Context: an optimization exercise on an open-source flow, tuned for small area. The choices shown serve that exercise and are no tape-out recipe. The RTL was checked by simulation tests, not by an equivalence proof against the original design. The clock port is modelled as an ideal driver; clocking choices that lean on that would not hold on a real chip. Power is estimated from default activity; no workload was simulated.

Design ref8_core, start of the top module:
module ref8_core (
    input  wire        clk,
    input  wire        rst,           
    input  wire        cmd_valid,
    input  wire        cmd_op,        
    output wire        cmd_ready,
    output wire        mem_req,
    output wire        mem_we,
    output wire [15:0] mem_addr,
    output wire [7:0]  mem_wdata,
    input  wire        mem_ready,
    input  wire [7:0]  mem_rdata,
    output wire [1:0]  phase,
    output wire        halted,
    output wire [1:0]  halt_cause,
    output wire [63:0] cycle_count,
    output wire [15:0] pc,
    output wire [15:0] sp,
    output wire [7:0]  flags,
    output wire [7:0]  r0,
    output wire [7:0]  r1,
    output wire [7:0]  r2,
    output wire [7:0]  r3
);
    localparam S_IDLE = 4'd0;
    localparam S_CLR  = 4'd1;     
    localparam S_FIN  = 4'd3;     
    localparam S_PCT  = 4'd4;     
    localparam S_TAB  = 4'd5;     
    localparam S_SPX  = 4'd6;     
    localparam S_RDF  = 4'd8;     
    localparam S_RDX  = 4'd9;     
    localparam S_WR   = 4'd10;    
    reg [4:0]  t;
    reg [31:0] ce, co;    
    reg [31:0] rl;
    reg [31:0] ps;
    reg [7:0]  bq;
    reg [15:0] ta;
    reg [7:0]  w;
    reg [7:0]  ir;
    reg        fc, fz, fv, fn;
    reg [1:0]  ph;
    reg [3:0]  st;
    reg [1:0]  n;
    reg        go, cap;
    reg        cy, c2, ccy;
    wire [4:0] f  = t;
    wire [2:0] k8 = t[2:0];
    assign cmd_ready   = (st == S_IDLE) && (t == 5'd0);
    assign mem_req     = (st == S_RDF) || (st == S_RDX) || (st == S_WR);
    assign mem_we      = (st == S_WR);
    assign mem_addr    = ta;
    assign mem_wdata   = w;
    assign phase       = ph;
    assign halted      = ph[1] & ph[0];
    assign halt_cause  = {halted & ~is_halt, halted & is_halt};
    genvar gi;
    generate
        for (gi = 0; gi < 32; gi = gi + 1) begin : g_cc
            assign cycle_count[2*gi]   = ce[gi];
            assign cycle_count[2*gi+1] = co[gi];
        end
    endgenerate
    assign pc          = ps[15:0];
    assign sp          = ps[31:16];
  ...
For scale: about 190 flip-flops, roughly 180 I/O pins.
Settings: LEC_CHECK=0, ABC_AREA=1, CAP_MARGIN=20, CORE_MARGIN=2, CORE_UTILIZATION=60, PLACE_DENSITY=0.75, SLEW_MARGIN=20; clock period 8.0 ns.
standard.sh (not shown) runs the stock make flow with config.mk's settings and CLKGATE_MAP_FILE= SYNTH_SCRIPT=/design/flow/synth_recipe.tcl, a recipe that flattens the netlist after the stock synthesis.
==> flow/flow/run.sh <==
#!/bin/bash
set -euo pipefail
export BUFFER_PORTS_ARGS="-buffer_cell sky130_fd_sc_hd__buf_1"
export CTS_ARGS="-sink_clustering_enable -repair_clock_nets -dont_use_dummy_load -buf_list sky130_fd_sc_hd__clkbuf_4"
export POST_CTS_TCL="$(pwd)/flow/post_cts.tcl"
bash standard.sh > flow_make.log 2>&1
==> flow/flow/post_cts.tcl <==
# After clock tree synthesis: the tree is built from clkbuf_4; give each
# clock buffer that drives more than 11 pins a clkbuf_8, so that every
# flip-flop clock pin sees a fast edge.  Then give the logic gates their
# smallest drive strength, let repair_design fix any slew or load the
# smaller cells cannot take, and legalize the placement again.
set upsized 0
foreach inst [get_cells *] {
  if {[get_property $inst ref_name] ne "sky130_fd_sc_hd__clkbuf_4"} { continue }
  set op [get_pins -of_objects $inst -filter "direction==output"]
  set loads [get_pins -of_objects [get_nets -of_objects $op] -filter "direction==input"]
  if {[llength $loads] > 11} {
    replace_cell $inst sky130_fd_sc_hd__clkbuf_8
    incr upsized
  }
}
puts "post_cts: upsized $upsized clock buffers"
report_design_area
set downsized 0
foreach inst [get_cells *] {
  set m [get_property $inst ref_name]
  if {[string match "*clk*" $m] || [string match "*__df*" $m] || [string match "*__edf*" $m]} { continue }
  if {[regexp {^(sky130_fd_sc_hd__[a-z0-9]+)_([0-9]+)$} $m -> base drive] && $drive > 1} {
    foreach d {1 0} {
      set lc [get_lib_cells -quiet "*/${base}_$d"]
      if {[llength $lc] > 0} {
        replace_cell $inst [get_full_name [lindex $lc 0]]
        incr downsized
        break
      }
    }
  }
}
puts "post_cts: downsized $downsized cells"
estimate_parasitics -placement
repair_design
report_design_area
repair_timing -recover_power 100
report_design_area
detailed_placement
check_placement -verbose
estimate_parasitics -placement
The starting point finished with timing, DRC and antenna clean.
Then changed:
--- a/flow/flow/run.sh
+++ b/flow/flow/run.sh
@@ -4,0 +5 @@
+export SKIP_REPAIR_TIE_FANOUT=1
--- a/flow/flow/post_cts.tcl
+++ b/flow/flow/post_cts.tcl
@@ -2 +2 @@
-# clock buffer that drives more than 11 pins a clkbuf_8, so that every
+# clock buffer that drives more than 12 pins a clkbuf_8, so that every
@@ -11 +11 @@
-  if {[llength $loads] > 11} {
+  if {[llength $loads] > 12} {
=>
- clock skew came out higher by 0.0032 ns
- combinational power fell by about 4%
- worst setup slack is worse by 0.20 ns
- routed wire length came out lower by 1.6%
- cell area is about the same
- sequential cell count does not change
- die area stays the same
- utilization fell by 0.16 points
Then changed:
--- a/flow/flow/run.sh
+++ b/flow/flow/run.sh
@@ -1,0 +2,4 @@
+# Own layout flow: the standard flow, with the port buffers made of the
+# smallest buffer cell, and a clock tree built from clkbuf_4 without dummy
+# loads, whose heavily loaded buffers are then upsized (flow/post_cts.tcl).
+# Each tool's output goes to a log file of its own.
@@ -5 +8,0 @@
-export SKIP_REPAIR_TIE_FANOUT=1
==> flow/flow/post_cts.tcl (replaced) <==
# After clock tree synthesis: the tree is built from clkbuf_4; give each
# clock buffer that drives more than 11 pins a clkbuf_8, so that every
# flip-flop clock pin sees a fast edge, then legalize the placement again.
set upsized 0
foreach inst [get_cells *] {
  if {[get_property $inst ref_name] ne "sky130_fd_sc_hd__clkbuf_4"} { continue }
  set op [get_pins -of_objects $inst -filter "direction==output"]
  set loads [get_pins -of_objects [get_nets -of_objects $op] -filter "direction==input"]
  if {[llength $loads] > 11} {
    replace_cell $inst sky130_fd_sc_hd__clkbuf_8
    incr upsized
  }
}
puts "post_cts: upsized $upsized clock buffers"
detailed_placement
check_placement -verbose
estimate_parasitics -placement
CORE_UTILIZATION = 66   (was 60)
PLACE_DENSITY = 0.78   (was 0.75)
Result: Synthesized area stays the same; count of clock-buffer cells in the layout is unchanged; total power grows slightly; core utilization grows by 8.5 points; wire length grows by about a fifth; hold slack improves by 0.019 ns; via count grows by a few percent; worst setup slack improves by 0.46 ns.
Then changed:
==> flow/flow/run.sh (replaced) <==
#!/bin/bash
# Own layout flow: the standard flow, with the port buffers made of the
# smallest buffer cell and a clock tree built from small clock buffers
# without dummy loads.  Each tool's output goes to a log file of its own.
set -euo pipefail
export BUFFER_PORTS_ARGS="-buffer_cell sky130_fd_sc_hd__buf_1"
export CTS_ARGS="-sink_clustering_enable -repair_clock_nets -dont_use_dummy_load -buf_list {sky130_fd_sc_hd__clkbuf_4 sky130_fd_sc_hd__clkbuf_8} -sink_clustering_size 10 -sink_clustering_max_diameter 60"
bash standard.sh > flow_make.log 2>&1
CORE_UTILIZATION = 60   (was 66)
PLACE_DENSITY = 0.75   (was 0.78)
removed: flow/flow/post_cts.tcl
Effect: Clock-buffer cell count stays the same; flip-flop and latch count is unchanged; design area grows slightly; total power went up slightly; non-clock buffer count is unchanged; die area went up by roughly a tenth; combinational power is lower by a few percent.
Then changed:
==> flow/flow/run.sh (replaced) <==
#!/bin/bash
# Own layout flow: the standard flow, with the port buffers made of the
# smallest buffer cell, and a clock tree built from clkbuf_4 without dummy
# loads, whose heavily loaded buffers are then upsized (flow/post_cts.tcl).
# Each tool's output goes to a log file of its own.
set -euo pipefail
export BUFFER_PORTS_ARGS="-buffer_cell sky130_fd_sc_hd__buf_1"
export CTS_ARGS="-sink_clustering_enable -repair_clock_nets -dont_use_dummy_load -buf_list sky130_fd_sc_hd__clkbuf_4"
export POST_CTS_TCL="$(pwd)/flow/post_cts.tcl"
bash standard.sh > flow_make.log 2>&1
==> flow/flow/post_cts.tcl (new file) <==
# After clock tree synthesis: the tree is built from clkbuf_4; give each
# clock buffer that drives more than 11 pins a clkbuf_8, so that every
# flip-flop clock pin sees a fast edge.  Then size the logic down where the
# timing allows it, and legalize the placement again.
set upsized 0
foreach inst [get_cells *] {
  if {[get_property $inst ref_name] ne "sky130_fd_sc_hd__clkbuf_4"} { continue }
  set op [get_pins -of_objects $inst -filter "direction==output"]
  set loads [get_pins -of_objects [get_nets -of_objects $op] -filter "direction==input"]
  if {[llength $loads] > 11} {
    replace_cell $inst sky130_fd_sc_hd__clkbuf_8
    incr upsized
  }
}
puts "post_cts: upsized $upsized clock buffers"
estimate_parasitics -placement
report_design_area
repair_timing -recover_power 100
report_design_area
detailed_placement
check_placement -verbose
estimate_parasitics -placement
Global-route usage is about the same.
Hold slack got worse by 0.020 ns.
Core utilization came out lower by 0.72 points.
Register-to-register slack gets worse by 0.15 ns.
Clock-buffer cell count is unchanged.
Critical path depth is unchanged.
Flip-flop and latch count is unchanged.
Total power fell by 3.2%.
Worst setup slack is worse by 0.41 ns.
Sequential power is about the same.
Clock power is lower by 10%.

==> separate check: timing with driven ports <==
How much do the figures lean on ideal ports? The routed layouts below were timed once more, with nothing changed but the port constraints. Step 1 sets driving cells, clkbuf_16 on the clock port and buf_2 on the other inputs (assumed; they add their load-dependent delay and slew). Step 2 adds t to the input delays and takes it off the output delays; t is the mean of the earliest and latest rising clock arrival at the registers after step 1. Input paths then give back, and output paths get back, about the clock's delay inside the block. Slacks: ideal ports / drivers / drivers and shift; pairs: ideal ports / drivers.
| run | t, ns | slack for setup (ns) | clock arrival spread, ns | slew at the worst register clock pin (ns) | worst data-port slew with drivers (ns) |
|---|---|---|---|---|---|
| the first run | 0.473 | 4.205 / 4.168 / 4.640 | 0.041 / 0.041 | 0.11 / 0.11 | 0.04 |
| the second run | 0.465 | 4.006 / 3.975 / 4.440 | 0.039 / 0.040 | 0.12 / 0.12 | 0.04 |
| the third run | 0.474 | 4.466 / 4.428 / 4.902 | 0.045 / 0.045 | 0.12 / 0.12 | 0.05 |
| the fourth run | 0.485 | 4.472 / 4.434 / 4.920 | 0.030 / 0.029 | 0.09 / 0.09 | 0.04 |
| the fifth run | 0.471 | 4.064 / 4.028 / 4.499 | 0.040 / 0.040 | 0.11 / 0.11 | 0.04 |
After both steps setup and hold are still met in every run listed.
